From an optimization exercise on the open Yosys and OpenROAD flow, aimed at small area; shortcuts taken in it are not production practice.
RTL that was checked went through simulation tests only; none was proved equivalent to the original.
No functional check of the RTL was part of runs 3 and 5.
Power is estimated from default activity; no workload was simulated. The flow treats the clock pin as an ideal source, which a real chip does not have.

`flow/design.v`:
```
module image_thresholder (
    input  wire        clk,
    input  wire        rst,           
    input  wire        cmd_valid,
    output wire        cmd_ready,
    input  wire [31:0] cmd_data,
    input  wire [7:0]  rd_idx,
    output reg  [31:0] rd_data,
    output wire        out_valid,
    input  wire        out_ready,
    output reg  [7:0]  out_data,
    output wire        out_last
);
    localparam BUF_BYTES = 256;
    localparam NAME_MAX  = 16;
    localparam [2:0] S_IDLE  = 3'd0;
    localparam [2:0] S_LOAD  = 3'd1;
    localparam [2:0] S_EMIT  = 3'd2;
    localparam [2:0] S_DONE  = 3'd3;
    localparam [2:0] S_ERROR = 3'd4;
    localparam [3:0] ERR_DIM      = 4'd1;
    localparam [3:0] ERR_CAPACITY = 4'd2;
    localparam [3:0] ERR_OVERRUN  = 4'd3;
    localparam [3:0] ERR_UNDERRUN = 4'd4;
    localparam [3:0] ERR_SEQUENCE = 4'd5;
    localparam [3:0] ERR_OPCODE   = 4'd6;
    localparam [3:0] ERR_RESERVED = 4'd7;
    localparam [3:0] ERR_NAME     = 4'd8;
    localparam [7:0] OP_NOP    = 8'h00;
    localparam [7:0] OP_SETW   = 8'h01;
    localparam [7:0] OP_SETH   = 8'h02;
    localparam [7:0] OP_SETF   = 8'h03;
    localparam [7:0] OP_NCLR   = 8'h04;
    localparam [7:0] OP_NBYTE  = 8'h05;
    localparam [7:0] OP_START  = 8'h08;
    localparam [7:0] OP_PIXEL  = 8'h09;
    localparam [7:0] OP_THRESH = 8'h0A;
    localparam [7:0] OP_FINISH = 8'h0B;
    localparam [7:0] OP_ABORT  = 8'h0F;
    localparam [2:0] P_MARK = 3'd0;
    localparam [2:0] P_NAME = 3'd1;
    localparam [2:0] P_C1   = 3'd2;
    localparam [2:0] P_BL   = 3'd3;
    localparam [2:0] P_C2   = 3'd4;
    localparam [2:0] P_RS   = 3'd5;
    localparam [2:0] P_C3   = 3'd6;
    localparam [2:0] P_PAY  = 3'd7;
    localparam [10:0] LSTEP = 11'd1463;
    reg [2:0]  state;
    reg [3:0]  err;
    reg [23:0] width;
    reg [23:0] height;
    reg        flag_inv;
    reg        flag_lb;
    reg [4:0]  name_len;        
    reg [8:0]  row_stride;      
    reg [8:0]  byte_length;     
    reg [10:0] cur_x;           
    reg [8:0]  cur_y;           
    reg [8:0]  thresh_result;
    reg [9:0]  out_count;       
    reg [2047:0] ring;
    reg [127:0]  nring;
    reg [10:0] lpos;            
    reg [11:0] a;               
    reg [7:0]  ob;              
    reg [8:0]  e;               
    reg [2:0]  ph;              
    reg        ov;              
    reg        lf;              
    reg        pend;            
    reg        pad;             
    reg        npend;           
    reg        sbusy;           
    wire [7:0]  op    = cmd_data[31:24];
    wire [23:0] imm   = cmd_data[23:0];
    reg op_known;
    reg op_resv_bits;
    always @(*) begin
        op_known     = 1'b1;
        op_resv_bits = 1'b0;
        case (op)
            OP_NOP, OP_NCLR, OP_START, OP_FINISH, OP_ABORT: op_resv_bits = (imm != 24'd0);
            OP_SETF:                                        op_resv_bits = (imm[23:2] != 22'd0);
            OP_NBYTE:                                       op_resv_bits = (imm[23:8] != 16'd0);
            OP_SETW, OP_SETH, OP_PIXEL, OP_THRESH:          op_resv_bits = 1'b0;
            default:                                        op_known = 1'b0;
        endcase
    end
    wire st_cfg = (state == S_IDLE) || (state == S_DONE) || (state == S_ERROR);
    reg op_legal;
    always @(*) begin
        case (op)
            OP_NOP, OP_THRESH, OP_ABORT:                            op_legal = 1'b1;
            OP_SETW, OP_SETH, OP_SETF, OP_NCLR, OP_NBYTE, OP_START: op_legal = st_cfg;
            OP_PIXEL, OP_FINISH:                                    op_legal = (state == S_LOAD);
            default:                                                op_legal = 1'b0;
        endcase
    end
    wire [9:0] pix_sum   = {2'b00, imm[23:16]} + {2'b00, imm[15:8]} + {2'b00, imm[7:0]};
    wire [9:0] pix_gray  = pix_sum / 10'd3;
    wire       pix_light = (pix_sum >= 10'd381);
    wire        w_zero = (width == 24'd0);
    wire        h_zero = (height == 24'd0);
    wire        w_big  = (width > 24'd2048);
    wire        h_big  = (height > 24'd256);
    wire [8:0]  rs_c   = width[11:3] + {8'd0, |width[2:0]};
    reg         hbit;
    always @(*) begin
        case (e[3:0])
            4'd0:    hbit = height[8];
            4'd1:    hbit = height[7];
            4'd2:    hbit = height[6];
            4'd3:    hbit = height[5];
            4'd4:    hbit = height[4];
            4'd5:    hbit = height[3];
            4'd6:    hbit = height[2];
            4'd7:    hbit = height[1];
            default: hbit = height[0];
        endcase
    end
    wire [9:0]  acc_n  = {a[8:0], 1'b0} + (hbit ? {1'b0, rs_c} : 10'd0);
    wire        acc_ov = (acc_n > 10'd256);
    wire [11:0] x_inc  = {1'b0, cur_x} + 12'd1;
    wire        x_last = (x_inc == width[11:0]);
    wire        y_full = (cur_y == height[8:0]);    
    assign cmd_ready = !(pend || npend || sbusy) && (state != S_EMIT);
    wire   cmd_fire  = cmd_valid && cmd_ready;
    wire        at_tap  = (lpos == a[10:0]);
    wire [11:0] a_inc   = a + 12'd1;
    wire        wr_bit  = pend && at_tap;
    wire        nm_slot = (lpos[3:0] == name_len[3:0]);
    wire        wr_name = npend && nm_slot;
    always @(posedge clk) begin
        ring  <= {ring[2046:0], wr_bit ? ob[0] : ring[2047]};
        nring <= {nring[119:0], wr_name ? ob : nring[127:120]};
    end
    always @(posedge clk) begin
        if (rst) lpos <= 11'd0;
        else     lpos <= lpos + LSTEP;
    end
    wire [8:0] dv = ph[2] ? row_stride : byte_length;
    wire [1:0] dh = (dv >= 9'd200) ? 2'd2 : (dv >= 9'd100) ? 2'd1 : 2'd0;
    wire [6:0] dr = dv[6:0] - ((dh == 2'd2) ? 7'd72 : (dh == 2'd1) ? 7'd100 : 7'd0);  
    reg  [3:0] dt;
    always @(*) begin
        if      (dr >= 7'd90) dt = 4'd9;
        else if (dr >= 7'd80) dt = 4'd8;
        else if (dr >= 7'd70) dt = 4'd7;
        else if (dr >= 7'd60) dt = 4'd6;
        else if (dr >= 7'd50) dt = 4'd5;
        else if (dr >= 7'd40) dt = 4'd4;
        else if (dr >= 7'd30) dt = 4'd3;
        else if (dr >= 7'd20) dt = 4'd2;
        else if (dr >= 7'd10) dt = 4'd1;
        else                  dt = 4'd0;
    end
    wire [3:0] du = dr[3:0] - {dt[2:0], 1'b0} - {dt[0], 3'b000};   
    wire [3:0] dig = (e[1:0] == 2'd0) ? {2'b00, dh} : (e[1:0] == 2'd1) ? dt : du;
    wire [1:0] dfirst = (dv >= 9'd100) ? 2'd0 : (dv >= 9'd10) ? 2'd1 : 2'd2;
    wire [3:0] nib = ob[3:0];
    wire [7:0] hex = (nib < 4'd10) ? {4'h3, nib} : (8'h37 + {4'd0, nib});
    always @(*) begin
        case (ph)
            P_MARK:           out_data = e[1] ? 8'h47 : e[0] ? 8'h44 : 8'h7E;
            P_NAME:           out_data = ob;
            P_C1, P_C2, P_C3: out_data = 8'h2C;
            P_BL, P_RS:       out_data = {4'h3, dig};
            default:          out_data = lf ? 8'h0A : hex;
        endcase
    end
    wire pay_last = (ph == P_PAY) && !lf && !a[2] && (a[11:3] == byte_length);
    assign out_valid = (state == S_EMIT) && ov;
    assign out_last  = out_valid && pay_last;
    wire   out_fire  = out_valid && out_ready;
    always @(*) begin
        case (rd_idx)
            8'h00:   rd_data = {24'd0, err, 1'b0, state};
            8'h01:   rd_data = {8'd0, width};
            8'h02:   rd_data = {8'd0, height};
            8'h03:   rd_data = {30'd0, flag_lb, flag_inv};
            8'h04:   rd_data = {27'd0, name_len};
            8'h05:   rd_data = {23'd0, row_stride};
            8'h06:   rd_data = {23'd0, byte_length};
            8'h07:   rd_data = {21'd0, cur_x};
            8'h08:   rd_data = {23'd0, cur_y};
            8'h09:   rd_data = {23'd0, thresh_result};
            8'h0A:   rd_data = {22'd0, out_count};
            8'h0B:   rd_data = 32'd0;               
            8'h0C:   rd_data = BUF_BYTES;
            8'h0D:   rd_data = NAME_MAX;
            default: rd_data = 32'd0;
        endcase
    end
    always @(posedge clk) begin
        if (rst) begin
            state         <= S_IDLE;
            err           <= 4'd0;
            width         <= 24'd0;
            height        <= 24'd0;
            flag_inv      <= 1'b0;
            flag_lb       <= 1'b0;
            name_len      <= 5'd0;
            row_stride    <= 9'd0;
            byte_length   <= 9'd0;
            cur_x         <= 11'd0;
            cur_y         <= 9'd0;
            thresh_result <= 9'd0;
            out_count     <= 10'd0;
            pend          <= 1'b0;
            npend         <= 1'b0;
            sbusy         <= 1'b0;
        end else begin
            if (wr_bit) begin
                a <= a_inc;
                if (pad && (a_inc[2:0] != 3'd0))
                    ob[0] <= 1'b0;
                else
                    pend <= 1'b0;
            end
            if (wr_name)
                npend <= 1'b0;
            if (sbusy) begin
                if (acc_ov) begin
                    sbusy <= 1'b0;
                    state <= S_ERROR;
                    err   <= ERR_CAPACITY;
                end else if (e[3:0] == 4'd8) begin
                    sbusy       <= 1'b0;
                    state       <= S_LOAD;
                    err         <= 4'd0;
                    row_stride  <= rs_c;
                    byte_length <= acc_n[8:0];
                    cur_x       <= 11'd0;
                    cur_y       <= 9'd0;
                    out_count   <= 10'd0;
                    a           <= 12'd0;
                end else begin
                    a <= {2'b00, acc_n};
                    e <= e + 9'd1;
                end
            end
            if (state == S_EMIT) begin
                if (ov) begin
                    if (out_ready) begin
                        out_count <= out_count + 10'd1;
                        case (ph)
                            P_MARK: begin
                                if (e[1]) begin
                                    if (name_len == 5'd0) begin
                                        ph <= P_C1;
                                    end else begin
                                        ph <= P_NAME;
                                        e  <= 9'd1;
                                        ov <= 1'b0;
                                    end
                                end else begin
                                    e <= e + 9'd1;
                                end
                            end
                            P_NAME: begin
                                if (e[4:0] == name_len) begin
                                    ph <= P_C1;
                                end else begin
                                    e  <= e + 9'd1;
                                    ov <= 1'b0;
                                end
                            end
                            P_C1, P_C2: begin
                                ph <= ph + 3'd1;
                                e  <= {7'd0, dfirst};
                            end
                            P_BL, P_RS: begin
                                if (e[1]) ph <= ph + 3'd1;
                                else      e  <= e + 9'd1;
                            end
                            P_C3: begin
                                ph <= P_PAY;
                                a  <= 12'd0;
                                e  <= 9'd1;
                                lf <= flag_lb;
                                ov <= flag_lb;
                            end
                            default: begin
                                if (lf) begin
                                    lf <= 1'b0;
                                    ov <= 1'b0;
                                end else if (a[2]) begin
                                    ov <= 1'b0;
                                end else if (pay_last) begin
                                    state <= S_DONE;
                                end else if (e == row_stride) begin
                                    e  <= 9'd1;
                                    lf <= flag_lb;
                                    ov <= flag_lb;
                                end else begin
                                    e  <= e + 9'd1;
                                    ov <= 1'b0;
                                end
                            end
                        endcase
                    end
                end else if (ph == P_NAME) begin
                    if (lpos[3:0] == e[3:0]) begin
                        ob <= nring[127:120];
                        ov <= 1'b1;
                    end
                end else begin
                    if (at_tap) begin
                        ob <= {ob[6:0], ring[2047]};
                        a  <= a_inc;
                        if (a[1:0] == 2'd3)
                            ov <= 1'b1;
                    end
                end
            end
            if (cmd_fire) begin
                if (!op_known) begin
                    if (state != S_ERROR) begin state <= S_ERROR; err <= ERR_OPCODE; end
                end else if (op_resv_bits) begin
                    if (state != S_ERROR) begin state <= S_ERROR; err <= ERR_RESERVED; end
                end else if (!op_legal) begin
                    if (state != S_ERROR) begin state <= S_ERROR; err <= ERR_SEQUENCE; end
                end else begin
                    case (op)
                        OP_SETW: width  <= imm;
                        OP_SETH: height <= imm;
                        OP_SETF: begin
                            flag_inv <= imm[0];
                            flag_lb  <= imm[1];
                        end
                        OP_NCLR: name_len <= 5'd0;
                        OP_NBYTE: begin
                            if (name_len == NAME_MAX) begin
                                if (state != S_ERROR) begin state <= S_ERROR; err <= ERR_NAME; end
                            end else begin
                                name_len <= name_len + 5'd1;
                                ob       <= imm[7:0];
                                npend    <= 1'b1;
                            end
                        end
                        OP_START: begin
                            if (w_zero || h_zero) begin
                                state <= S_ERROR;
                                err   <= ERR_DIM;
                            end else if (w_big || h_big) begin
                                state <= S_ERROR;
                                err   <= ERR_CAPACITY;
                            end else begin
                                sbusy <= 1'b1;
                                a     <= 12'd0;
                                e     <= 9'd0;
                            end
                        end
                        OP_PIXEL: begin
                            if (y_full) begin
                                state <= S_ERROR;
                                err   <= ERR_OVERRUN;
                            end else begin
                                pend  <= 1'b1;
                                pad   <= x_last;
                                ob[0] <= pix_light ^ flag_inv;
                                if (x_last) begin
                                    cur_x <= 11'd0;
                                    cur_y <= cur_y + 9'd1;
                                end else begin
                                    cur_x <= x_inc[10:0];
                                end
                            end
                        end
                        OP_THRESH: thresh_result <= {pix_light, pix_gray[7:0]};
                        OP_FINISH: begin
                            if (!y_full) begin
                                state <= S_ERROR;
                                err   <= ERR_UNDERRUN;
                            end else begin
                                state     <= S_EMIT;
                                out_count <= 10'd0;
                                ph        <= P_MARK;
                                e         <= 9'd0;
                                ov        <= 1'b1;
                            end
                        end
                        OP_ABORT: begin
                            state <= S_IDLE;
                            err   <= 4'd0;
                        end
                        default: ;
                    endcase
                end
            end
        end
    end
endmodule
```
`flow/constraint.sdc`:
```
create_clock -name core_clock -period 12.0 [get_ports {clk}]
set_input_delay 2.4000 -clock core_clock [delete_from_list [all_inputs] [get_ports {clk}]]
set_output_delay 2.4000 -clock core_clock [all_outputs]
set_load 0.01 [all_outputs]
```
`flow/flow/run.sh`:
```
#!/bin/bash
# Layout flow: the standard ORFS flow (standard.sh) with these changes:
#  - synthesis: the standard flow's own synthesis script, except that ABC maps the
#    combinational logic with an area-oriented script (flow/abc_deep.script)
#    and adders are left to ABC instead of being mapped to fa/ha cells first.
#    Registers are mapped before ABC, so they are the standard synthesis's.
#  - CTS clusters up to 30 flip-flops per leaf buffer and inserts no dummy
#    loads;
#  - ports are buffered with the smallest buffer (buf_1).
# The full output of the flow goes to flow_standard.log in the work folder.
set -euo pipefail
cd "$(dirname "$0")/.."
WORK=$PWD
export FLOW_ABC_SCRIPT=$WORK/flow/abc_deep.script
export FLOW_SYNTH_TCL=$WORK/synth_recipe.tcl
export CTS_ARGS="-sink_clustering_enable -repair_clock_nets -sink_clustering_size 34 -sink_clustering_max_diameter 45 -dont_use_dummy_load"
export BUFFER_PORTS_ARGS="-buffer_cell sky130_fd_sc_hd__buf_1"
bash standard.sh SYNTH_SCRIPT=$WORK/flow/synth_area.tcl ADDER_MAP_FILE= finish > flow_standard.log 2>&1
```
`flow/flow/synth_area.tcl`:
```
# The standard flow's synthesis script (synth_recipe.tcl, in the work folder) with one change:
# the combinational logic is mapped by ABC with an area-oriented script
# (abc_deep.script beside this file) instead of ORFS's default one. Registers
# are mapped before ABC runs, so they are the standard synthesis's.
set ::area_abc_script $::env(FLOW_ABC_SCRIPT)
proc abc {args} {
  set i [lsearch -exact $args -script]
  if {$i >= 0} { set args [lreplace $args $i [expr {$i + 1}] -script $::area_abc_script] }
  yosys abc {*}$args
}
source $::env(FLOW_SYNTH_TCL)
```
`flow/standard.sh`:
```
#!/bin/bash
# synth_recipe.tcl (not shown) runs the flow's synth.tcl, then flattens the netlist and writes it again
# the make line also repeats each setting of config.mk as NAME=value (left out here)
make -C /OpenROAD-flow-scripts/flow DESIGN_CONFIG=/design/flow/config.mk WORK_HOME=/design/flow/orfs CLKGATE_MAP_FILE= SYNTH_SCRIPT=/design/flow/synth_recipe.tcl "${@:-finish}"
```
`flow/flow/abc_deep.script`:
```
strash
&get -n
&deepsyn -T 60
&dch -f
&nf -R 1000
&put
topo
dnsize
```
`flow/config.mk`:
```
export PLATFORM = sky130hd
export DESIGN_NAME = image_thresholder
export DESIGN_NICKNAME = image_thresholder
export VERILOG_FILES = /design/flow/design.v
export SDC_FILE = /design/flow/constraint.sdc
export NUM_CORES = 4
export LEC_CHECK = 0
export CAP_MARGIN = 20
export CORE_MARGIN = 2
export CORE_UTILIZATION = 40
export SLEW_MARGIN = 20
```
==> results by group, run 1 <==
Placement
  • Placer Congestion: 0.913
  • PortBufs: 78
  • Dpl hpwl: 49400 um

Timing
  • Final worst-path cycle share: 74.3%
  • Setup TNS: 0 ns
  • RSZ-0062 raised after global routing: no
  • Minimum clock period: 8.91 ns
  • Least-Margin Pin Slew: 1.03 ns
  • Final hold vios: 0
  • Worst relative slew slack: 31.3%
  • Slew Viols, Final: 0
  • Final setup viols: 0
  • Highest Clock Rate: 0.112 GHz
  • Clk_skew: 0.0717 ns

Outcome
  • Status: no timing/DRC/antenna violations

GRT
  • First-pass GRT wire length: 132000 um
  • Largest net degree at the start of global routing: 40
  • Gr busiest metal: met1
  • Met3 Use GR: 3.03%
  • Total track usage: 12.1%
  • Met1 Resource Use GR: 17.3%
  • Antenna violations before repair: 1
  • Vias in the first global route: 23465
  • Met2 Track Usage GR: 17.2%
  • Global route total overflow: 0

Synthesis
  • Post-synthesis cell area: 53800 sq um
  • Leading area contributor after synthesis: dfxtp_1
  • Post-synthesis sequential area ratio: 87.8%
  • Gate Count Post-Synth: 3422
  • Top post-synthesis cells by area: dfxtp_1 (86%), edfxtp_1 (2.0%), nand2_1 (1.1%)
  • Post-synthesis register bit count: 2344
  • Synth async-reset ratio: 0%
  • Post-synth EDFFs: 35
  • Synth Flop Type: dfxtp_1
  • Warnings from Yosys: 1
  • Mean area per synthesized cell: 15.7 sq um
  • Netlist cell types: 62
  • Fraction of post-synthesis cell area in the top cell type by area: 85.8%

Die
  • Die Area: 138000 sq um
  • Chip width: 371 um
  • Core area: 133000 sq um
  • IO Pins: 87
  • Initial Util: 40.3%
  • Row count: 134
  • Die height: 371 um

Clock network
  • CTS Buffer Depth: 3
  • Skew-Pair Late Insertion Delay: 0.74 ns
  • CTS tree: built
  • # clock sinks: 2344
  • Clock-pin slew on the worst setup and hold paths: 0.08 ns
  • Post-CTS Setup Repair Bufs: 0
  • Num CTS Buffers: 156
  • Hold buffer count at cts: 0
  • Post-CTS sizing: 0
  • H-Tree Level Count: 4
  • Clock root cell: clkbuf_16

Power and ir drop
  • Power per Cell Area: 209 nW/um^2
  • Leakage power: 23.3 nW
  • Reg power frac: 62.1%
  • Gate power share: 1.7%
  • Tot Pwr: 0.0126 W
  • Pint: 0.0102 W
  • Max VDD drop: 0.168 mV
  • Switching pwr: 0.00244 W
  • Power share of the clock group: 36.1%
  • Switching Share: 19.3%

Routing
  • Via density: 4.40
  • Pre-antenna DRT Iters: 6
  • Routed wire length per instance: 15.1 um
  • Vias: 23972
  • DRC: 0
  • Post-Route WL: 82000 um
  • Antenna Nets Post-Route: 0
  • DR iter-0 viols: 1731

Worst setup path
  • Cell repeated most along the worst path: nor2_1
  • Max incr delay on CP: 0.85 ns
  • Critical path arrival: 6.51 ns
  • Crit Reg-Reg Endpoint: e[6]$_DFFE_PN_
  • CP Data Required Time: 9.60 ns
  • Reg2reg start: e[0]$_DFFE_PN_
  • Slowest cell on crit path: edfxtp_1
  • Crit-path max FO: 17
  • Worst Reg-to-Reg Cells: 25
  • Worst setup EP type: primary output
  • Startpoint types: register
  • Crit Path Class: reg -> out
  • Reg-to-reg slack, setup: 4.17 ns

Finish
  • Synth-to-Final Area Change: 12.2%
  • Nets: 3722
  • N_diodes: 0
  • Storage cell area: 47300 sq um
  • Util after Layout: 45.3%
  • Filler cells: 11736
  • Multi-input gate area: 6400 sq um
  • Fraction of layout cells with a size suffix above 1: 4.98%

Min path
  • Hold Startpoint: ring[98]$_DFF_P_
  • Worst Hold Path EP: ring[99]$_DFF_P_
  • Hold Path Class: reg -> reg
  • Hold path depth: 0

Job
  • Max-Cap Viols: 0
==> critical path, delay by kind of cell, from the launching register on <==
kind                   cells  cell delay, ns
AND/OR/NAND/NOR           16            2.49
AO/OA/AOI/OAI              8            1.70
flip-flops                 1            0.85
multiplexers               1            0.30
buffers and inverters      1            0.28
XOR/XNOR                   1            0.15
==> power by group through the flow <==
stage	registers (W)	clock network, W	logic (W)
floorplan	0.00801	0	0.000149
CTS	0.00784	0.00474	0.000216
global route	0.00784	0.00502	0.000239
finish	0.00784	0.00456	0.000218
detailed placement	0.00802	0	0.000215
global placement	0.00802	0	0.000210
==> sequential cells by signal, indices dropped and copies added, names as in the netlist, 3 cells and up <==
register,count
byte_length,9
lpos,11
ring,2048
cur_y,9
a,12
name_len,5
out_count,10
width,24
height,24
state,3
nring,128
cur_x,11
ph,3
ob,8
e,9
err,4
thresh_result,9
row_stride,9
==> metal layers <==
metal | part of all wire [%] | vias to the layer above
li1 | - | 11797
met1 | 50 | 11270
met2 | 40 | 657
met3 | 5.9 | 246
met4 | 4.1 | 2
met5 | 0.015 | -
==> final cells by class <==
type,instances,share of cell area [%]
inverters,45,0.280
clock buffers,156,6.46
multi-input cells,1032,10.6
flip-flops and latches,2344,78.3
well taps,1768,3.66
repair buffers,99,0.746
==> how the worst max path moves through the flow <==
| stage | from | endpoint | slack [ns] | depth (start not counted) |
|---|---|---|---|---|
| finish | ph[2]$_DFFE_PN_ | out_data[2] | 3.09 | 27 |
| global route | ph[2]$_DFFE_PN_ | out_data[2] | 2.22 | 27 |
| CTS | ph[2]$_DFFE_PN_ | out_data[2] | 3.07 | 27 |
| detailed placement | ph[2]$_DFFE_PN_ | out_data[2] | 3.89 | 27 |
| global placement | ph[2]$_DFFE_PN_ | out_data[2] | 4.01 | 27 |
| floorplan | rd_idx[0] | rd_data[3] | 4.76 | 6 |
==> per-stage QoR <==
| stage | hold slack, ns | instances | cell area [sq um] | worst slack (ns) |
|---|---|---|---|---|
| after floorplan | 0.310 | 3429 | 53900 | 4.76 |
| after global placement | 0.311 | 5288 | 56500 | 4.01 |
| after detailed placement | 0.312 | 5288 | 56500 | 3.89 |
| after CTS | 0.276 | 5444 | 60400 | 3.07 |
| after global routing | 0.275 | 5444 | 60400 | 2.22 |
| final | 0.276 | 5444 | 60400 | 3.09 |
==> synthesized netlist by cell type (9+ instances only) <==
master    instances
o31ai_1          13
or2_0            12
nand3_1          34
nand4_1          11
a222oi_1         17
and2_0           16
a221oi_1         12
nor2_1          126
a22o_1           63
mux2_1           11
edfxtp_1         35
clkinv_1         45
a21oi_1          63
a21o_1           10
and3_1           21
a22oi_1          20
o21ai_0          67
maj3_1            9
o21a_1           17
nor4_1           30
mux2i_1          17
dfxtp_1        2309
xor2_1           38
a31oi_1          12
nand2b_1         16
nand2_1         154
nor3_1           49
o22ai_1          30
xnor2_1          62
==> cells in the final DEF (no fill, tap or decap), types with 12 or more instances in the layout <==
cell type,synthesis,routed
a31oi_1,12,12
o21ai_0,67,67
o31ai_1,13,13
edfxtp_1,35,35
nor3_1,49,47
xor2_1,38,38
or2_0,12,12
nor4_1,30,29
nor2_1,126,125
and2_0,16,16
a22oi_1,20,20
o22ai_1,30,30
dfxtp_1,2309,2309
a222oi_1,17,17
mux2i_1,17,17
clkinv_1,45,45
nand2_1,154,154
nand3_1,34,34
nand2b_1,16,16
clkbuf_16,0,156
a21oi_1,63,62
buf_1,0,78
a221oi_1,12,12
o21a_1,17,17
a22o_1,63,63
xnor2_1,62,62
buf_4,8,21
and3_1,21,21
==> kinds of logic after synthesis <==
| group | count (synthesis) | share of synthesized area, % |
|---|---|---|
| flops | 2344 | 87.8 |
| mux | 28 | 0.546 |
| xor+xnor | 101 | 1.67 |
| simple gates | 507 | 4.47 |
| fa+ha+maj | 9 | 0.167 |
| buf+inv | 53 | 0.425 |
| compound gates | 379 | 4.92 |
| other cells | 1 | 0.00696 |
==> run 2, diff against run 1 <==
--- a/flow/flow/run.sh
+++ b/flow/flow/run.sh
@@ -13,6 +13,6 @@
 WORK=$PWD
 export FLOW_ABC_SCRIPT=$WORK/flow/abc_deep.script
 export FLOW_SYNTH_TCL=$WORK/synth_recipe.tcl
-export CTS_ARGS="-sink_clustering_enable -repair_clock_nets -sink_clustering_size 34 -sink_clustering_max_diameter 45 -dont_use_dummy_load"
+export CTS_ARGS="-sink_clustering_enable -repair_clock_nets -sink_clustering_size 30 -sink_clustering_max_diameter 100 -dont_use_dummy_load"
 export BUFFER_PORTS_ARGS="-buffer_cell sky130_fd_sc_hd__buf_1"
 bash standard.sh SYNTH_SCRIPT=$WORK/flow/synth_area.tcl ADDER_MAP_FILE= finish > flow_standard.log 2>&1
==> run 2 against run 1 <==
Core utilization fell by 1.3 points. Synthesized area did not move. Final cell count fell by 1.2%. Maximum frequency rose by 0.99%. Setup slack improved by 0.088 ns. Critical path type unchanged. Critical endpoint unchanged. Largest cell class unchanged. Largest power group unchanged. Highest routed layer unchanged.
==> results by group, run 2 <==
Power and ir drop
  • Power share of the clock group: 29.8% (-6.3 points)
  • Reg power frac: 68.3% (+6.2 points)
  • Pint: 0.00923 W (-9.4%)
  • Switching Share: 19.6% (+0.32 points)
  • Leakage power: 22.5 nW (-3.5%)
  • Gate power share: 1.9% (+0.2 points)
  • Power per Cell Area: 196 nW/um^2 (-6.4%)
  • Switching pwr: 0.00226 W (-7.5%)
  • Max VDD drop: 0.118 mV (-30%)

Worst setup path
  • Startpoint types: register
  • Critical Path Source: ph[2]$_DFFE_PN_
  • Crit-path max FO: 17 (unchanged)
  • CP Data Required Time: 9.60 ns (about the same)
  • Reg2reg start: e[0]$_DFFE_PN_
  • Crit Path Class: reg -> out
  • Critical path arrival: 6.43 ns (-0.08 ns)
  • Worst setup EP type: primary output

Job
  • Max-Cap Viols: 0 (unchanged)

GRT
  • Global route total overflow: 0 (unchanged)
  • First-pass GRT wire length: 129000 um (-2.0%)
  • Antenna violations before repair: 1 (unchanged)
  • Total track usage: 11.8% (-0.36 points)
  • Largest net degree at the start of global routing: 40 (unchanged)
  • Vias in the first global route: 22744 (-3.1%)

Clock network
  • Post-CTS Setup Repair Bufs: 0 (unchanged)
  • CTS Buffer Depth: 3 (unchanged)
  • Post-CTS sizing: 0 (unchanged)
  • Skew-Pair Late Insertion Delay: 0.66 ns (-0.08 ns)
  • Clock-pin slew on the worst setup and hold paths: 0.11 ns (+0.03 ns)
  • Num CTS Buffers: 89 (-43%)
  • Hold buffer count at cts: 0 (unchanged)
  • H-Tree Level Count: 3 (-1)
  • # clock sinks: 2344 (unchanged)
  • CTS tree: built
  • Clock root cell: clkbuf_16

Synthesis
  • Warnings from Yosys: 1 (unchanged)
  • Synth Flop Type: dfxtp_1
  • Synth async-reset ratio: 0% (unchanged)
  • Post-synthesis cell area: 53800 sq um (unchanged)
  • Post-synthesis register bit count: 2344 (unchanged)
  • Most common cell in the netlist: dfxtp_1
  • Netlist cell types: 62 (unchanged)
  • Fraction of post-synthesis cell area in the top cell type by area: 85.8% (unchanged)
  • Post-synthesis sequential area ratio: 87.8% (unchanged)
  • Mean area per synthesized cell: 15.7 sq um (unchanged)
  • Top post-synthesis cells by area: dfxtp_1 (86%), edfxtp_1 (2.0%), nand2_1 (1.1%)
  • Gate Count Post-Synth: 3422 (unchanged)
  • Synth cell count leaders: dfxtp_1 (2309), nand2_1 (154), nor2_1 (126)
  • Post-synth EDFFs: 35 (unchanged)
  • Leading area contributor after synthesis: dfxtp_1

Placement
  • Placer Congestion: 0.913 (unchanged)
  • Dpl hpwl: 49400 um (unchanged)
  • Post-Place Setup Slack: 3.89 ns (unchanged)
  • PortBufs: 78 (unchanged)

Finish
  • Top flop regs: ring (2048), nring (128)
  • Synth-to-Final Area Change: 9.07%
  • Most frequent cells in the layout: dfxtp_1 (2309), nand2_1 (154), nor2_1 (125), clkbuf_16 (89), buf_1 (78)
  • Number of flip-flops under the largest register name: 2048 (unchanged)
  • Fraction of layout cells with a size suffix above 1: 3.21% (-1.8 points)
  • Biggest register: ring
  • Most common cell after layout, fill and taps aside: dfxtp_1
  • Nets: 3655 (-1.8%)

Die
  • Row count: 134 (unchanged)
  • IO Pins: 87 (unchanged)
  • Chip width: 371 um (unchanged)
  • Die Area: 138000 sq um (unchanged)
  • Die height: 371 um (unchanged)
  • Core area: 133000 sq um (unchanged)
  • Initial Util: 40.3% (unchanged)

Timing
  • Final setup viols: 0 (unchanged)
  • Least-Margin Pin Slew: 1.05 ns (+0.0228 ns)
  • Setup TNS: 0 ns (unchanged)
  • Highest Clock Rate: 0.113 GHz (+0.99%)
  • PnR worst setup slack: 3.17 ns (+0.0878 ns)
  • Worst relative slew slack: 29.2% (-2.1 points)
  • RSZ-0062 raised after global routing: no
  • Minimum clock period: 8.83 ns (-0.0878 ns)
  • Slew Viols, Final: 0 (unchanged)
  • Clk_skew: 0.0587 ns (-0.0130 ns)
  • Final hold vios: 0 (unchanged)
  • Final worst-path cycle share: 73.5% (-0.73 points)

Outcome
  • Status: no timing/DRC/antenna violations

Routing
  • Via density: 4.38 (-0.53%)
  • DR iter-0 viols: 1718 (-0.75%)
  • Routed wire length per instance: 15.0 um (-0.22%)
  • Pre-antenna DRT Iters: 6 (unchanged)
  • Post-Route WL: 80900 um (-1.4%)
  • DRC: 0 (unchanged)
  • Antenna Nets Post-Route: 0 (unchanged)
  • Vias: 23555 (-1.7%)

Min path
  • Hold Startpoint: nring[0]$_DFF_P_
  • Hold Path Class: reg -> reg
## run 2: cell counts after synthesis
No cell type changed its count.
## run 2: through the flow
step	power [W]	hold slack [ns]	instance area, sq um	utilization, %	std cells
global route	0.0119	0.261	58700	44.0	5377
finish	0.0115	0.268	58700	44.0	5378
floorplan	0.00816	0.310	53900	-	3429
CTS	0.0116	0.256	58700	44.0	5377
global placement	0.00823	0.311	56500	42.3	5288
detailed placement	0.00823	0.312	56500	42.3	5288
## run 2: path summary, 6_finish.rpt
check                           slack [ns]                   to  depth (start not counted)
worst max-delay path                  3.17          out_data[2]                         27
worst min-delay path                  0.27     nring[8]$_DFF_P_                          0
worst max register to register        4.04  cur_y[0]$_SDFF_PP0_                         23
worst min register to register        0.27     nring[8]$_DFF_P_                          0
## run 2: layout make-up
type,instances,area (sq um)
tap,1768,2210
multi-input combinational,1032,6400
clock buffer,89,2230
timing repair buffer,99,450
fill,11875,74700
inverter,45,169
antenna,1,2.50
sequential,2344,47300
## run 2: logic make-up (layout without fill, tap and decap cells)
logic type	after synthesis	count (layout)	synth area share, %
AOI/OAI and AO/OA	379	379	4.92
xor gates and xnor gates	101	101	1.67
adders and majority gates	9	9	0.167
buffers and inverters	53	233	0.425
DFF	2344	2344	87.8
muxes	28	28	0.546
other	1	9	0.00696
and+or+nand+nor	507	507	4.47
## run 2: power by group through the flow
stage	combinational, W	clock, W	sequential (W)
after global placement	0.000210	0	0.00802
final	0.000219	0.00343	0.00784
after floorplan	0.000149	0	0.00801
after global routing	0.000240	0.00384	0.00784
after detailed placement	0.000215	0	0.00802
after CTS	0.000217	0.00357	0.00784
## run 2: layer usage
| metal | part of all wire, % | up-vias | GRT usage [%] | wire [um] |
|---|---|---|---|---|
| li1 | - | 11652 | - | - |
| met5 | 0.015 | - | 0 | 12 |
| met2 | 40 | 574 | 17.0 | 32600 |
| met3 | 5.0 | 187 | 2.33 | 4030 |
| met4 | 3.7 | 2 | 4.38 | 2990 |
| met1 | 51 | 11140 | 17.4 | 41200 |
## run 2: critical path, stage by stage (launching register included)
cell and delay [ns]:
edfxtp_1 0.86, mux2i_1 0.29, and2_0 0.27, a211oi_1 0.25
nor2_1 0.12, or2_0 0.33, nor2_1 0.12, nor2_1 0.08
or2_0 0.25, nand2_1 0.13, nor2_1 0.07, a21oi_1 0.14
nor2_1 0.06, nor3_1 0.32, nor2_1 0.11, a31oi_1 0.26
o21ai_0 0.11, a21boi_0 0.23, or2_0 0.21, nor2_1 0.06
o21ai_0 0.27, nand2b_1 0.12, nand2_1 0.15, nand2_1 0.09
xnor2_1 0.16, a21oi_1 0.08, o21ai_0 0.35, buf_1 0.29
==> run 3, diff against run 2 <==
--- a/flow/design.v
+++ b/flow/design.v
@@ -62,9 +62,9 @@
     reg [2047:0] ring;
     reg [127:0]  nring;
     reg [10:0] lpos;            
-    reg [11:0] a;               
+    reg [10:0] a;               
     reg [7:0]  ob;              
-    reg [8:0]  e;               
+    reg [7:0]  e;               
     reg [2:0]  ph;              
     reg        ov;              
     reg        lf;              
@@ -126,8 +126,9 @@
     wire        y_full = (cur_y == height[8:0]);    
     assign cmd_ready = !(pend || npend || sbusy) && (state != S_EMIT);
     wire   cmd_fire  = cmd_valid && cmd_ready;
-    wire        at_tap  = (lpos == a[10:0]);
-    wire [11:0] a_inc   = a + 12'd1;
+    wire        at_tap  = (lpos == a);
+    wire [8:0]  e_inc   = {1'b0, e} + 9'd1;
+    wire [10:0] a_inc   = a + 11'd1;
     wire        wr_bit  = pend && at_tap;
     wire        nm_slot = (lpos[3:0] == name_len[3:0]);
     wire        wr_name = npend && nm_slot;
@@ -169,7 +170,7 @@
             default:          out_data = lf ? 8'h0A : hex;
         endcase
     end
-    wire pay_last = (ph == P_PAY) && !lf && !a[2] && (a[11:3] == byte_length);
+    wire pay_last = (ph == P_PAY) && !lf && !a[2] && (a[10:3] == byte_length[7:0]);
     assign out_valid = (state == S_EMIT) && ov;
     assign out_last  = out_valid && pay_last;
     wire   out_fire  = out_valid && out_ready;
@@ -221,6 +222,8 @@
             if (wr_name)
                 npend <= 1'b0;
             if (sbusy) begin
+                a <= {1'b0, acc_n};
+                e <= e_inc[7:0];
                 if (acc_ov) begin
                     sbusy <= 1'b0;
                     state <= S_ERROR;
@@ -234,10 +237,7 @@
                     cur_x       <= 11'd0;
                     cur_y       <= 9'd0;
                     out_count   <= 10'd0;
-                    a           <= 12'd0;
-                end else begin
-                    a <= {2'b00, acc_n};
-                    e <= e + 9'd1;
+                    a           <= 11'd0;
                 end
             end
             if (state == S_EMIT) begin
@@ -251,33 +251,33 @@
                                         ph <= P_C1;
                                     end else begin
                                         ph <= P_NAME;
-                                        e  <= 9'd1;
+                                        e  <= 8'd1;
                                         ov <= 1'b0;
                                     end
                                 end else begin
-                                    e <= e + 9'd1;
+                                    e <= e_inc[7:0];
                                 end
                             end
                             P_NAME: begin
                                 if (e[4:0] == name_len) begin
                                     ph <= P_C1;
                                 end else begin
-                                    e  <= e + 9'd1;
+                                    e  <= e_inc[7:0];
                                     ov <= 1'b0;
                                 end
                             end
                             P_C1, P_C2: begin
                                 ph <= ph + 3'd1;
-                                e  <= {7'd0, dfirst};
+                                e  <= {6'd0, dfirst};
                             end
                             P_BL, P_RS: begin
                                 if (e[1]) ph <= ph + 3'd1;
-                                else      e  <= e + 9'd1;
+                                else      e  <= e_inc[7:0];
                             end
                             P_C3: begin
                                 ph <= P_PAY;
-                                a  <= 12'd0;
-                                e  <= 9'd1;
+                                a  <= 11'd0;
+                                e  <= 8'd0;
                                 lf <= flag_lb;
                                 ov <= flag_lb;
                             end
@@ -289,12 +289,12 @@
                                     ov <= 1'b0;
                                 end else if (pay_last) begin
                                     state <= S_DONE;
-                                end else if (e == row_stride) begin
-                                    e  <= 9'd1;
+                                end else if (e_inc == row_stride) begin
+                                    e  <= 8'd0;
                                     lf <= flag_lb;
                                     ov <= flag_lb;
                                 end else begin
-                                    e  <= e + 9'd1;
+                                    e  <= e_inc[7:0];
                                     ov <= 1'b0;
                                 end
                             end
@@ -348,8 +348,8 @@
                                 err   <= ERR_CAPACITY;
                             end else begin
                                 sbusy <= 1'b1;
-                                a     <= 12'd0;
-                                e     <= 9'd0;
+                                a     <= 11'd0;
+                                e     <= 8'd0;
                             end
                         end
                         OP_PIXEL: begin
@@ -377,7 +377,7 @@
                                 state     <= S_EMIT;
                                 out_count <= 10'd0;
                                 ph        <= P_MARK;
-                                e         <= 9'd0;
+                                e         <= 8'd0;
                                 ov        <= 1'b1;
                             end
                         end
==> run 3 against run 2 <==
Largest power group unchanged. Maximum frequency rose by 3.2%. Critical path type unchanged. Design area rose by 0.13%. Setup slack better by 0.27 ns.
==> results by group, run 3 <==
Outcome
  • Status: no timing/DRC/antenna violations

Synthesis
  • Most common cell in the netlist: dfxtp_1
  • Synth async-reset ratio: 0% (unchanged)
  • Netlist cell types: 65 (+4.8%)
  • Synth cell count leaders: dfxtp_1 (2309), nand2_1 (153), nor2_1 (115)
  • Leading area contributor after synthesis: dfxtp_1
  • Gate Count Post-Synth: 3446 (+0.70%)
  • Post-synthesis cell area: 54000 sq um (+0.20%)
  • Mean area per synthesized cell: 15.7 sq um (-0.50%)
  • Post-synthesis sequential area ratio: 87.5% (-0.29 points)
  • Warnings from Yosys: 1 (unchanged)
  • Fraction of post-synthesis cell area in the top cell type by area: 85.7% (-0.17 points)
  • Top post-synthesis cells by area: dfxtp_1 (86%), edfxtp_1 (1.8%), a22o_1 (1.2%)
  • Post-synthesis register bit count: 2342 (-0.085%)
  • Post-synth EDFFs: 33 (-5.7%)
  • Synth Flop Type: dfxtp_1

Die
  • Die height: 371 um (about the same)
  • Die Area: 138000 sq um (+0.20%)
  • Core area: 134000 sq um (+0.13%)
  • Chip width: 371 um (about the same)
  • Initial Util: 40.4% (about the same)
  • Row count: 134 (unchanged)
  • IO Pins: 87 (unchanged)

Timing
  • Slew Viols, Final: 0 (unchanged)
  • Clk_skew: 0.0864 ns (+0.0277 ns)
  • Highest Clock Rate: 0.117 GHz (+3.2%)
  • Minimum clock period: 8.55 ns (-0.273 ns)
  • Setup TNS: 0 ns (unchanged)
  • Final setup viols: 0 (unchanged)
  • RSZ-0062 raised after global routing: no
  • Least-Margin Pin Slew: 1.02 ns (-0.0237 ns)
  • Final worst-path cycle share: 71.3% (-2.3 points)
  • Final hold vios: 0 (unchanged)
  • Hold slack final: 0.230 ns (-0.0383 ns)
  • Worst relative slew slack: 31.7% (+2.5 points)

Clock network
  • Hold buffer count at cts: 0 (unchanged)
  • Clock-pin slew on the worst setup and hold paths: 0.10 ns (about the same)
  • CTS Buffer Depth: 3 (unchanged)
  • Skew-Pair Late Insertion Delay: 0.69 ns (+0.03 ns)
  • H-Tree Level Count: 3 (unchanged)
  • Post-CTS sizing: 0 (unchanged)
  • CTS tree: built
  • Post-CTS Setup Repair Bufs: 0 (unchanged)
  • Num CTS Buffers: 89 (unchanged)
  • Clock root cell: clkbuf_16
  • # clock sinks: 2342 (-0.085%)

Min path
  • Hold Path Class: reg -> reg

Power and ir drop
  • Power per Cell Area: 196 nW/um^2 (+0.22%)
  • Max VDD drop: 0.104 mV (-12%)
  • Leakage power: 22.5 nW (about the same)

Worst setup path
  • Crit path to: out_data[0]
  • Startpoint types: register
  • Crit Reg-Reg Endpoint: cur_y[8]$_SDFF_PP0_
  • Crit path max-delay family: compound AO/OA/AOI/OAI gates
  • Cell repeated most along the worst path: o21ai_0
  • Crit path depth: 17 (-37%)
  • Reg2reg start: width[0]$_SDFFE_PP0P_
  • Crit-path max FO: 17 (unchanged)
  • CP cell instances: mux2_1 > nor2b_1 > a211o_1 > nand3_1 > and2_0 > xnor2_1 > o21ai_0 > o22a_1 > o32ai_1 > xnor2_1 > o21ai_0 > a32oi_1 > a31oi_1 > a2111oi_0 > a221oi_1 > o21ai_0 > buf_1
  • Worst path bufs/invs: 1 (unchanged)
  • Worst Reg-to-Reg Cells: 23 (unchanged)
  • Max incr delay on CP: 0.81 ns (-0.05 ns)
  • Worst setup EP type: primary output
  • Reg-to-reg slack, setup: 6.01 ns (+1.97 ns)
  • Slowest cell on crit path: edfxtp_1
  • Critical Path Source: ph[2]$_DFFE_PN_
  • Crit Path Class: reg -> out
  • CP Data Required Time: 9.60 ns (about the same)
  • Critical path arrival: 6.15 ns (-0.28 ns)

Routing
  • Post-Route WL: 79700 um (-1.4%)
  • Routed wire length per instance: 14.8 um (-1.8%)
  • DR WL met3: 4310 um (+7.1%)
  • Routed met1 length: 41300 um (about the same)
  • Vias: 23523 (-0.14%)
  • DRC: 0 (unchanged)
  • DR iter-0 viols: 1617 (-5.9%)
  • Routed length on met2: 31100 um (-4.4%)
  • Highest Signal Layer: met5
  • Pre-antenna DRT Iters: 9 (+3)
  • Antenna Nets Post-Route: 0 (unchanged)
  • Via density: 4.36 (-0.49%)

Finish
  • Number of flip-flops under the largest register name: 2048 (unchanged)
  • Fraction of layout cells with a size suffix above 1: 3.03% (-0.18 points)
  • Nets: 3674 (+0.52%)
  • Most common cell after layout, fill and taps aside: dfxtp_1
  • Biggest register: ring
  • Synth-to-Final Area Change: 8.99% (about the same)
  • Cell Count, Final, Fillers Out: 5397 (+0.35%)
  • Filler cells: 11763 (-0.94%)
  • Most frequent cells in the layout: dfxtp_1 (2309), nand2_1 (153), nor2_1 (115), o21ai_0 (100), clkbuf_16 (89)
  • Top flop regs: ring (2048), nring (128)

Placement
  • Cell total after placement: 5307 (+0.36%)
  • Dpl hpwl: 47900 um (-3.2%)
  • Placer Congestion: 0.914 (+0.14%)
  • PortBufs: 78 (unchanged)

GRT
  • Antenna violations before repair: 2 (+1)
  • Global route total overflow: 0 (unchanged)
  • Vias in the first global route: 22642 (-0.45%)
  • Total track usage: 11.6% (-0.13 points)
  • Largest net degree at the start of global routing: 31 (-23%)
  • First-pass GRT wire length: 129000 um (-0.30%)

Job
  • Max-Cap Viols: 0 (unchanged)
==> run 3: cell families (layout without fill, tap and decap cells) <==
logic type / after synthesis / after routing / share of synthesized area [%]
buffers and inverters: 46 / 221 / 0.376
AO/OA/AOI/OAI: 395 / 395 / 5.03
AND/OR/NAND/NOR: 516 / 516 / 4.61
flip-flops: 2342 / 2342 / 87.5
other: 1 / 9 / 0.00695
XOR/XNOR: 118 / 118 / 1.92
multiplexers: 17 / 17 / 0.341
adder cells (fa/ha/maj): 11 / 11 / 0.204
==> run 3: metrics by stage <==
stage	cell area, sq um	utilization [%]	setup WS [ns]	power (W)
2_1_floorplan	54000	-	4.52	0.00819
3_3_place_gp	56600	42.3	3.60	0.00826
3_5_place_dp	56600	42.3	3.49	0.00826
4_1_cts	58800	44.0	3.48	0.0117
5_1_grt	58800	44.0	2.83	0.0120
6_report	58800	44.0	3.45	0.0115
==> run 3: worst register-to-register path, stage by stage (launching register included) <==
cell and delay [ns]:
dfxtp_1 0.44, o31a_1 0.45, maj3_1 0.44, maj3_1 0.39
and2_0 0.18, nor2_1 0.08, nor2_1 0.08, maj3_1 0.37
and2_0 0.18, o21ai_0 0.28, xnor2_1 0.13, a21oi_1 0.15
nor2_1 0.08, maj3_1 0.42, xor2_1 0.17, xnor2_1 0.21
a41o_1 0.29, a31oi_2 0.17, buf_4 0.34, nor2b_1 0.50
nor3b_1 0.13, and2_0 0.21, o21ai_0 0.15, a21oi_1 0.05
==> run 3: layout make-up <==
cell class,instances,area [sq um],area share [%]
Sequential cell,2342,47200,80.3
Timing Repair Buffer,94,413,0.702
Multi-Input combinational cell,1065,6590,11.2
Tap cell,1768,2210,3.76
Inverter,38,143,0.243
Antenna cell,1,2.50,0.00426
Clock buffer,89,2230,3.79
==> run 3: power breakdown <==
group	internal, W	switching [W]	leakage, nW	total (W)
logic	0.0000949	0.000160	2.50	0.000255
registers	0.00780	0.0000276	18.9	0.00783
clock network	0.00134	0.00210	1.10	0.00344
total	0.00924	0.00229	22.5	0.0115
==> run 3: worst min-delay path by stage <==
stage                                   from  slack [ns]  cells past startpoint                 end
after floorplan            nring[92]$_DFF_P_        0.31                      0  nring[100]$_DFF_P_
after global placement    ring[1155]$_DFF_P_        0.31                      0  ring[1156]$_DFF_P_
after detailed placement   ring[999]$_DFF_P_        0.31                      0  ring[1000]$_DFF_P_
after CTS                  ring[581]$_DFF_P_        0.23                      0   ring[582]$_DFF_P_
after global routing       ring[581]$_DFF_P_        0.23                      0   ring[582]$_DFF_P_
final                      ring[581]$_DFF_P_        0.23                      0   ring[582]$_DFF_P_
==> run 3: routing by layer <==
layer | vias to the layer above | track usage [%]
met5 | - | 0
met4 | 2 | 4.37
met3 | 163 | 2.42
met2 | 545 | 16.3
met1 | 11106 | 17.5
li1 | 11707 | -
==> run 4, diff against run 3 <==
--- a/flow/design.v
+++ b/flow/design.v
@@ -72,6 +72,7 @@
     reg        pad;             
     reg        npend;           
     reg        sbusy;           
+    reg        tbusy;           
     wire [7:0]  op    = cmd_data[31:24];
     wire [23:0] imm   = cmd_data[23:0];
     reg op_known;
@@ -98,7 +99,6 @@
         endcase
     end
     wire [9:0] pix_sum   = {2'b00, imm[23:16]} + {2'b00, imm[15:8]} + {2'b00, imm[7:0]};
-    wire [9:0] pix_gray  = pix_sum / 10'd3;
     wire       pix_light = (pix_sum >= 10'd381);
     wire        w_zero = (width == 24'd0);
     wire        h_zero = (height == 24'd0);
@@ -121,10 +121,13 @@
     end
     wire [9:0]  acc_n  = {a[8:0], 1'b0} + (hbit ? {1'b0, rs_c} : 10'd0);
     wire        acc_ov = (acc_n > 10'd256);
+    wire [2:0]  t_x    = {ob[1:0], thresh_result[7]};
+    wire        t_q    = ob[1] | (ob[0] & thresh_result[7]);
+    wire [1:0]  t_rem  = t_q ? (t_x[1:0] - 2'd3) : t_x[1:0];
     wire [11:0] x_inc  = {1'b0, cur_x} + 12'd1;
     wire        x_last = (x_inc == width[11:0]);
     wire        y_full = (cur_y == height[8:0]);    
-    assign cmd_ready = !(pend || npend || sbusy) && (state != S_EMIT);
+    assign cmd_ready = !(pend || npend || sbusy || tbusy) && (state != S_EMIT);
     wire   cmd_fire  = cmd_valid && cmd_ready;
     wire        at_tap  = (lpos == a);
     wire [8:0]  e_inc   = {1'b0, e} + 9'd1;
@@ -211,6 +214,7 @@
             pend          <= 1'b0;
             npend         <= 1'b0;
             sbusy         <= 1'b0;
+            tbusy         <= 1'b0;
         end else begin
             if (wr_bit) begin
                 a <= a_inc;
@@ -240,6 +244,15 @@
                     a           <= 11'd0;
                 end
             end
+            if (tbusy) begin
+                thresh_result[7:0] <= {thresh_result[6:0], t_q};
+                ob[1:0]            <= t_rem;
+                e                  <= e_inc[7:0];
+                if (e[2:0] == 3'd7) begin
+                    tbusy            <= 1'b0;
+                    thresh_result[8] <= thresh_result[6] | ((&thresh_result[5:0]) & t_q);
+                end
+            end
             if (state == S_EMIT) begin
                 if (ov) begin
                     if (out_ready) begin
@@ -368,7 +381,12 @@
                                 end
                             end
                         end
-                        OP_THRESH: thresh_result <= {pix_light, pix_gray[7:0]};
+                        OP_THRESH: begin
+                            thresh_result[7:0] <= pix_sum[7:0];
+                            ob[1:0]            <= pix_sum[9:8];
+                            e                  <= 8'd0;
+                            tbusy              <= 1'b1;
+                        end
                         OP_FINISH: begin
                             if (!y_full) begin
                                 state <= S_ERROR;
==> run 4 against run 3 <==
Still clean. Clock power is essentially flat. Register-to-register slack lost 0.75 ns. Critical path depth grew 9. Die area shrank 0.18%. Sequential share of layout area grew 0.15 points. Final cell count shrank 0.37%. Synthesized cell count shrank 0.67%. Clock skew shrank 0.035 ns. Non-clock buffer count grew 3. Routed wire length grew 0.70%. Hold slack gained 0.057 ns. First-iteration DRC count grew 14%. Largest power group unchanged.
==> results by group, run 4 <==
Outcome
  • Status: no timing/DRC/antenna violations

Worst setup path
  • Reg2reg start: e[1]$_DFFE_PN_
  • Crit-path max FO: 18 (+1)
  • Max incr delay on CP: 0.83 ns (+0.02 ns)
  • Reg-to-reg slack, setup: 5.26 ns (-0.75 ns)
  • Cell repeated most along the worst path: o21ai_0
  • Worst setup EP type: primary output
  • Slowest cell on crit path: edfxtp_1
  • Crit path max-delay family: compound AO/OA/AOI/OAI gates
  • CP Data Required Time: 9.60 ns (about the same)
  • Worst path bufs/invs: 2 (+1)
  • Startpoint types: register
  • Crit Path Class: reg -> out
  • Worst Reg-to-Reg Cells: 19 (-17%)
  • Critical path arrival: 7.33 ns (+1.18 ns)
  • Crit Reg-Reg Endpoint: cur_x[4]$_SDFF_PP0_

Routing
  • DRC: 0 (unchanged)
  • Via density: 4.35 (-0.29%)
  • Post-Route WL: 80300 um (+0.70%)
  • Routed wire length per instance: 14.9 um (+1.1%)
  • Pre-antenna DRT Iters: 5 (-4)
  • Vias: 23369 (-0.65%)
  • Antenna Nets Post-Route: 0 (unchanged)
  • DR iter-0 viols: 1836 (+14%)

Job
  • Max-Cap Viols: 0 (unchanged)

Finish
  • Cell Count, Final, Fillers Out: 5377 (-0.37%)
  • Top flop regs: ring (2048), nring (128)
  • Synth-to-Final Area Change: 9.03% (about the same)
  • Most common cell after layout, fill and taps aside: dfxtp_1
  • Most frequent cells in the layout: dfxtp_1 (2310), nor2_1 (131), nand2_1 (129), clkbuf_16 (89)
  • Fraction of layout cells with a size suffix above 1: 3.10% (+0.072 points)
  • Number of flip-flops under the largest register name: 2048 (unchanged)
  • Nets: 3654 (-0.54%)
  • Biggest register: ring
  • Filler cells: 11713 (-0.43%)

Die
  • Row count: 134 (unchanged)
  • Core area: 134000 sq um (unchanged)
  • Initial Util: 40.3% (-0.072 points)
  • Chip width: 371 um (about the same)
  • Die Area: 138000 sq um (-0.18%)
  • IO Pins: 87 (unchanged)
  • Die height: 371 um (about the same)

Min path
  • Hold Path Class: reg -> reg
  • Hold path depth: 0 (unchanged)
  • Worst Hold Path EP: ring[1434]$_DFF_P_
  • Hold Startpoint: ring[1433]$_DFF_P_

Timing
  • Final hold vios: 0 (unchanged)
  • Highest Clock Rate: 0.103 GHz (-12%)
  • RSZ-0062 raised after global routing: no
  • Slew Viols, Final: 0 (unchanged)
  • Least-Margin Pin Slew: 1.18 ns (+0.156 ns)
  • Worst relative slew slack: 20.6% (-11 points)
  • Minimum clock period: 9.73 ns (+1.17 ns)
  • Final setup viols: 0 (unchanged)
  • Clk_skew: 0.0516 ns (-0.0349 ns)
  • Final worst-path cycle share: 81.0% (+9.8 points)
  • Setup TNS: 0 ns (unchanged)

Synthesis
  • Warnings from Yosys: 1 (unchanged)
  • Post-synth EDFFs: 33 (unchanged)
  • Post-synthesis sequential area ratio: 87.7% (+0.19 points)
  • Post-synthesis register bit count: 2343 (+0.043%)
  • Netlist cell types: 61 (-6.2%)
  • Leading area contributor after synthesis: dfxtp_1
  • Gate Count Post-Synth: 3423 (-0.67%)
  • Synth async-reset ratio: 0% (unchanged)
  • Mean area per synthesized cell: 15.7 sq um (+0.49%)
  • Synth cell count leaders: dfxtp_1 (2310), nor2_1 (131), nand2_1 (129)
  • Fraction of post-synthesis cell area in the top cell type by area: 85.9% (+0.19 points)
  • Most common cell in the netlist: dfxtp_1
  • Synth Flop Type: dfxtp_1
  • Post-synthesis cell area: 53900 sq um (-0.18%)
  • Top post-synthesis cells by area: dfxtp_1 (86%), edfxtp_1 (1.8%), a22o_1 (1.2%)

Clock network
  • Post-CTS sizing: 0 (unchanged)
  • Skew-Pair Late Insertion Delay: 0.68 ns (about the same)
  • Clock-pin slew on the worst setup and hold paths: 0.10 ns (about the same)
  • Clock root cell: clkbuf_16
  • Post-CTS Setup Repair Bufs: 0 (unchanged)
  • Hold buffer count at cts: 0 (unchanged)
  • H-Tree Level Count: 3 (unchanged)
  • Num CTS Buffers: 89 (unchanged)
  • CTS tree: built
  • CTS Buffer Depth: 3 (unchanged)
  • # clock sinks: 2343 (+0.043%)

Power and ir drop
  • Switching Share: 19.5% (-0.33 points)
  • Leakage power: 22.6 nW (+0.25%)
  • Power share of the clock group: 29.9% (about the same)
  • Tot Pwr: 0.0114 W (-0.63%)
  • Pint: 0.00922 W (-0.22%)
  • Gate power share: 1.7% (-0.5 points)
  • Reg power frac: 68.4% (+0.4 points)
  • Switching pwr: 0.00223 W (-2.3%)
  • Power per Cell Area: 195 nW/um^2 (-0.48%)
  • Max VDD drop: 0.136 mV (+31%)

Placement
  • Cell total after placement: 5287 (-0.38%)
  • PortBufs: 78 (unchanged)
  • Placer Congestion: 0.901 (-1.4%)
  • Dpl hpwl: 48800 um (+2.0%)

GRT
  • First-pass GRT wire length: 128000 um (-0.42%)
  • Largest net degree at the start of global routing: 42 (+35%)
  • Antenna violations before repair: 7 (+5)
  • Total track usage: 11.7% (+0.066 points)
  • Global route total overflow: 0 (unchanged)
  • Vias in the first global route: 22197 (-2.0%)
==> run 4: cell type report <==
class / instances / area, sq um / area share [%]
inverters: 38 / 143 / 0.243
multi-input cells: 1041 / 6460 / 11.0
diodes: 1 / 2.50 / 0.00426
flip-flops and latches: 2343 / 47200 / 80.4
clock buffers: 89 / 2230 / 3.79
well taps: 1768 / 2210 / 3.77
repair buffers: 97 / 435 / 0.742
==> run 4: metal layers <==
layer	wire length, um	share of wire (%)	vias to the layer above	global-route usage (%)
met2	30300	38	586	15.6
met4	2180	2.7	0	4.10
met3	4890	6.1	152	2.25
met1	42900	53	10966	18.5
li1	-	-	11665	-
met5	0	0	-	0
==> run 4: metrics by stage <==
step / hold slack, ns / worst slack, ns / utilization, % / area [sq um]
2_1_floorplan: 0.310 / 4.36 / - / 53900
3_3_place_gp: 0.311 / 3.02 / 42.3 / 56500
3_5_place_dp: 0.312 / 2.96 / 42.3 / 56500
4_1_cts: 0.291 / 2.22 / 43.9 / 58700
5_1_grt: 0.289 / 1.69 / 43.9 / 58700
6_report: 0.287 / 2.27 / 43.9 / 58700
==> run 4: kinds of logic after synthesis <==
kind of cell	Yosys count	share of synthesized area, %
buffers and inverters	46	0.376
AND/OR/NAND/NOR	516	4.65
multiplexers	14	0.276
AO/OA/AOI/OAI	381	4.98
flip-flops	2343	87.7
other	1	0.00696
adder cells (fa/ha/maj)	10	0.186
XOR/XNOR	112	1.82
==> run 4: power by group through the flow <==
stage	registers, W	clock network, W	logic, W
6_report	0.00783	0.00342	0.000191
5_1_grt	0.00784	0.00384	0.000212
4_1_cts	0.00784	0.00357	0.000191
3_5_place_dp	0.00801	0	0.000190
3_3_place_gp	0.00801	0	0.000188
2_1_floorplan	0.00800	0	0.000131
==> run 4: worst max path at each step <==
stage,startpoint,to,cells after the start
CTS,ph[2]$_DFFE_PN_,out_data[3],26
finish,ph[2]$_DFFE_PN_,out_data[3],26
global route,ph[2]$_DFFE_PN_,out_data[3],26
floorplan,ph[2]$_DFFE_PN_,out_data[3],25
detailed placement,ph[2]$_DFFE_PN_,out_data[3],26
global placement,ph[2]$_DFFE_PN_,out_data[3],26
==> run 4: worst reg2reg max path, cell delays in order, from the launching register on <==
cell	delay, ns
edfxtp_1	0.83
nor2_1	0.33
a221o_1	0.42
nor2_1	0.08
a311oi_1	0.05
a21oi_1	0.63
nor3_1	0.21
maj3_1	0.43
maj3_1	0.41
maj3_1	0.40
maj3_1	0.41
maj3_1	0.40
maj3_1	0.38
xor2_1	0.27
nor2_1	0.15
nand2_1	0.13
nand2_1	0.27
nor2_1	0.67
nand2_1	0.11
o21ai_0	0.10
==> run 5, diff against run 4 <==
--- a/flow/design.v
+++ b/flow/design.v
@@ -215,6 +215,13 @@
             npend         <= 1'b0;
             sbusy         <= 1'b0;
             tbusy         <= 1'b0;
+            a             <= 11'd0;
+            e             <= 8'd0;
+            ob            <= 8'd0;
+            ph            <= P_MARK;
+            ov            <= 1'b0;
+            lf            <= 1'b0;
+            pad           <= 1'b0;
         end else begin
             if (wr_bit) begin
                 a <= a_inc;
==> run 5 against run 4 <==
Still clean. Maximum frequency up 15%. Core utilization is 0.17 points lower. Non-clock buffer count fell by 6. Sequential power fell by 0.5%. Register-to-register slack gained 0.58 ns. Critical endpoint unchanged. Largest power group unchanged.
==> results by group, run 5 <==
Routing
  • Antenna Nets Post-Route: 0 (unchanged)
  • Post-Route WL: 79400 um (-1.1%)
  • Via density: 4.34 (about the same)
  • Routed wire length per instance: 14.8 um (-0.74%)
  • DR iter-0 viols: 1764 (-3.9%)
  • Pre-antenna DRT Iters: 7 (+2)
  • Vias: 23289 (-0.34%)
  • DRC: 0 (unchanged)

Timing
  • Clk_skew: 0.0686 ns (+0.0171 ns)
  • PnR worst setup slack: 3.55 ns (+1.28 ns)
  • RSZ-0062 raised after global routing: no
  • Final hold vios: 0 (unchanged)
  • Final setup viols: 0 (unchanged)
  • Slew Viols, Final: 0 (unchanged)
  • Highest Clock Rate: 0.118 GHz (+15%)
  • Final worst-path cycle share: 70.4% (-11 points)
  • Minimum clock period: 8.45 ns (-1.28 ns)
  • Setup TNS: 0 ns (unchanged)
  • Worst relative slew slack: 30.6% (+10 points)
  • Least-Margin Pin Slew: 1.03 ns (-0.149 ns)

GRT
  • First-pass GRT wire length: 128000 um (-0.23%)
  • Met3 Use GR: 2.45% (+0.20 points)
  • Antenna violations before repair: 0 (-7)
  • Met2 Track Usage GR: 16.2% (+0.57 points)
  • Met1 Resource Use GR: 17.5% (-1.1 points)
  • Gr busiest metal: met1
  • Total track usage: 11.7% (-0.026 points)
  • Vias in the first global route: 22612 (+1.9%)
  • Largest net degree at the start of global routing: 46 (+9.5%)
  • Global route total overflow: 0 (unchanged)

Synthesis
  • Simple-gate share of the synthesized area: 4.59% (-0.054 points)
  • Post-synthesis compound-gate area fraction: 4.89% (-0.091 points)
  • Fraction of post-synthesis cell area in the top cell type by area: 87.8% (+2.0 points)
  • Post-synthesis register bit count: 2343 (unchanged)
  • Mux share of post-synthesis cell area: 0.377% (+0.10 points)
  • Most common cell in the netlist: dfxtp_1
  • Synth Area in XOR/XNOR: 1.65% (-0.17 points)
  • Synth cell count leaders: dfxtp_1 (2343), nand2_1 (141), nor2_1 (140)
  • Largest family of logic cells by synthesized area: compound AO/OA/AOI/OAI gates
  • Synth async-reset ratio: 0% (unchanged)
  • Post-synth EDFFs: 0 (-100%)
  • Gate Count Post-Synth: 3413 (-0.29%)
  • Post-synthesis cell area: 53400 sq um (-0.84%)
  • Warnings from Yosys: 1 (unchanged)
  • Post-Synth Adder-Cell Area: 0.244% (+0.058 points)
  • Post-synthesis sequential area ratio: 87.8% (+0.13 points)
  • Top post-synthesis cells by area: dfxtp_1 (88%), a22o_1 (1.0%), nand2_1 (0.99%)
  • Mean area per synthesized cell: 15.6 sq um (-0.55%)
  • Synth Flop Type: dfxtp_1
  • Netlist cell types: 63 (+3.3%)
  • Leading area contributor after synthesis: dfxtp_1

Finish
  • Fraction of layout cells with a size suffix above 1: 2.87% (-0.24 points)
  • Storage cell area: 46900 sq um (-0.70%)
  • Most frequent cells in the layout: dfxtp_1 (2343), nand2_1 (141), nor2_1 (140), clkbuf_16 (89), o21ai_0 (78)
  • Multi-input gate area: 6310 sq um (-2.4%)
  • Top flop regs: ring (2048), nring (128)
  • Biggest register: ring
  • Nets: 3638 (-0.44%)
  • Filler cells: 11821 (+0.92%)
  • Number of flip-flops under the largest register name: 2048 (unchanged)
  • N_diodes: 0 (-1)
  • Non-Filler Cell Area, Final: 58200 sq um (-0.88%)
  • Synth-to-Final Area Change: 8.98% (about the same)
  • Most common cell after layout, fill and taps aside: dfxtp_1

Power and ir drop
  • Power per Cell Area: 195 nW/um^2 (-0.18%)
  • Leakage power: 22.2 nW (-1.4%)
  • Max VDD drop: 0.107 mV (-21%)

Die
  • Chip width: 369 um (-0.42%)
  • Row count: 134 (unchanged)
  • Initial Util: 40.2% (-0.14 points)
  • Core area: 133000 sq um (-0.50%)
  • IO Pins: 87 (unchanged)
  • Die Area: 136000 sq um (-0.83%)
  • Die height: 369 um (-0.42%)

Clock network
  • # clock sinks: 2343 (unchanged)
  • Skew-Pair Late Insertion Delay: 0.69 ns (about the same)
  • Post-CTS Setup Repair Bufs: 0 (unchanged)
  • CTS Buffer Depth: 3 (unchanged)
  • Clock-pin slew on the worst setup and hold paths: 0.10 ns (about the same)
  • Num CTS Buffers: 89 (unchanged)
  • H-Tree Level Count: 3 (unchanged)
  • Hold buffer count at cts: 0 (unchanged)
  • CTS tree: built
  • Clock root cell: clkbuf_16
  • Post-CTS sizing: 0 (unchanged)

Worst setup path
  • Startpoint types: register
  • Worst setup EP type: primary output
  • Crit Path Class: reg -> out
  • CP Data Required Time: 9.60 ns (about the same)
  • Crit-path max FO: 18 (unchanged)
  • Max incr delay on CP: 0.77 ns (-0.06 ns)
  • Critical path arrival: 6.05 ns (-1.28 ns)
  • CP cell instances: mux2_1 > nor2_1 > a21oi_1 > a21oi_1 > nand2_1 > o21ai_0 > clkinv_1 > a21oi_1 > o21ai_0 > xor2_1 > o31ai_1 > nor2_1 > o211ai_1 > nand2_1 > o31ai_1 > nor2_1 > o221ai_1 > o2111a_1 > buf_1
  • Slowest cell on crit path: dfxtp_1
  • Worst Reg-to-Reg Cells: 21 (+2)

Placement
  • PortBufs: 78 (unchanged)
  • DP Area: 56000 sq um (-0.91%)
  • Dpl hpwl: 48200 um (-1.3%)
  • Placer Congestion: 0.906 (+0.53%)
  • Post-Place Setup Slack: 4.32 ns (+1.36 ns)

Outcome
  • Status: no timing/DRC/antenna violations

Job
  • Max-Cap Viols: 0 (unchanged)

Min path
  • Hold path depth: 0 (unchanged)
  • Hold Path Class: reg -> reg
run 5: cell count changes in the layout (fill, tap and decap cells not counted), sizes merged, moves of 8 or more:
cell | previous run | this run
a21oi | 80 | 69
nor2 | 131 | 140
dfxtp | 2310 | 2343
o22ai | 15 | 27
nand2 | 129 | 141
a22o | 72 | 62
edfxtp | 33 | 0
nor2b | 22 | 11
or2 | 9 | 18
a22oi | 8 | 16
xor2 | 51 | 43
run 5: report_power, final:
part	switching (W)	internal, W
Clock	0.00209	0.00134
Sequential	0.0000128	0.00778
Combinational	0.0000700	0.0000422
Total	0.00217	0.00916
run 5: final cells by class:
cell class / count / area share [%]
repair buffers: 91 / 0.673
clock buffers: 89 / 3.83
well taps: 1768 / 3.80
inverters: 42 / 0.271
multi-input cells: 1027 / 10.8
flip-flops and latches: 2343 / 80.6
run 5: worst max-delay path: cells and delay by family (launching register included):
family                 cells  cell delay [ns]
XOR/XNOR                   1             0.19
flip-flops                 1             0.77
AND/OR/NAND/NOR            5             0.77
AO/OA/AOI/OAI             10             2.95
buffers and inverters      2             0.32
multiplexers               1             0.43
run 5: per-layer routing:
layer | wire [um] | up-vias
li1 | - | 11573
met1 | 40700 | 10971
met2 | 30900 | 573
met3 | 4760 | 172
met4 | 3060 | 0
met5 | 0 | -
run 5: cell families after synthesis:
group                    Yosys count
adder cells (fa/ha/maj)           13
multiplexers                      19
buffers and inverters             50
flip-flops                      2343
other                              1
AO/OA/AOI/OAI                    373
AND/OR/NAND/NOR                  515
XOR/XNOR                          99
run 5: per-stage QoR:
step                power (W)  utilization, %  hold WS (ns)  cells
floorplan             0.00804               -         0.310   3420
global placement      0.00808            42.1         0.310   5271
detailed placement    0.00808            42.1         0.312   5271
CTS                    0.0115            43.8         0.287   5360
global route           0.0118            43.8         0.291   5360
finish                 0.0113            43.8         0.284   5360
run 5: final timing paths:
kind | from | end | slack (ns)
max | ph[2]$_SDFF_PP0_ | out_data[3] | 3.55
min | ring[1148]$_DFF_P_ | ring[1149]$_DFF_P_ | 0.28
max reg2reg | width[0]$_SDFFE_PP0P_ | cur_x[7]$_SDFF_PP0_ | 5.84
min reg2reg | ring[1148]$_DFF_P_ | ring[1149]$_DFF_P_ | 0.28

-- what the ideal ports hide --
No port has a modelled driver above. Below, the same layouts with a new extraction and two added sets of constraints.
Step 1 assumes that a clkbuf_16 drives the clock port and a buf_2 every other input.
Step 2 times the ports against the registers' clock, not the clock port: input delays grow and output delays shrink by t, the midpoint of the rising clock arrivals with the driver on.
Three values: ideal ports, drivers, drivers and shift; two values: the first two.
| run | t (ns) | setup WS [ns] |
|---|---|---|
| run 1 | 0.792 | 3.086 / 3.018 / 3.810 |
| run 2 | 0.708 | 3.174 / 3.107 / 3.815 |
| run 3 | 0.720 | 3.447 / 3.378 / 3.434 |
| run 4 | 0.727 | 2.274 / 2.206 / 2.933 |
| run 5 | 0.729 | 3.553 / 3.482 / 4.211 |
After both steps setup and hold are still met in every run listed.
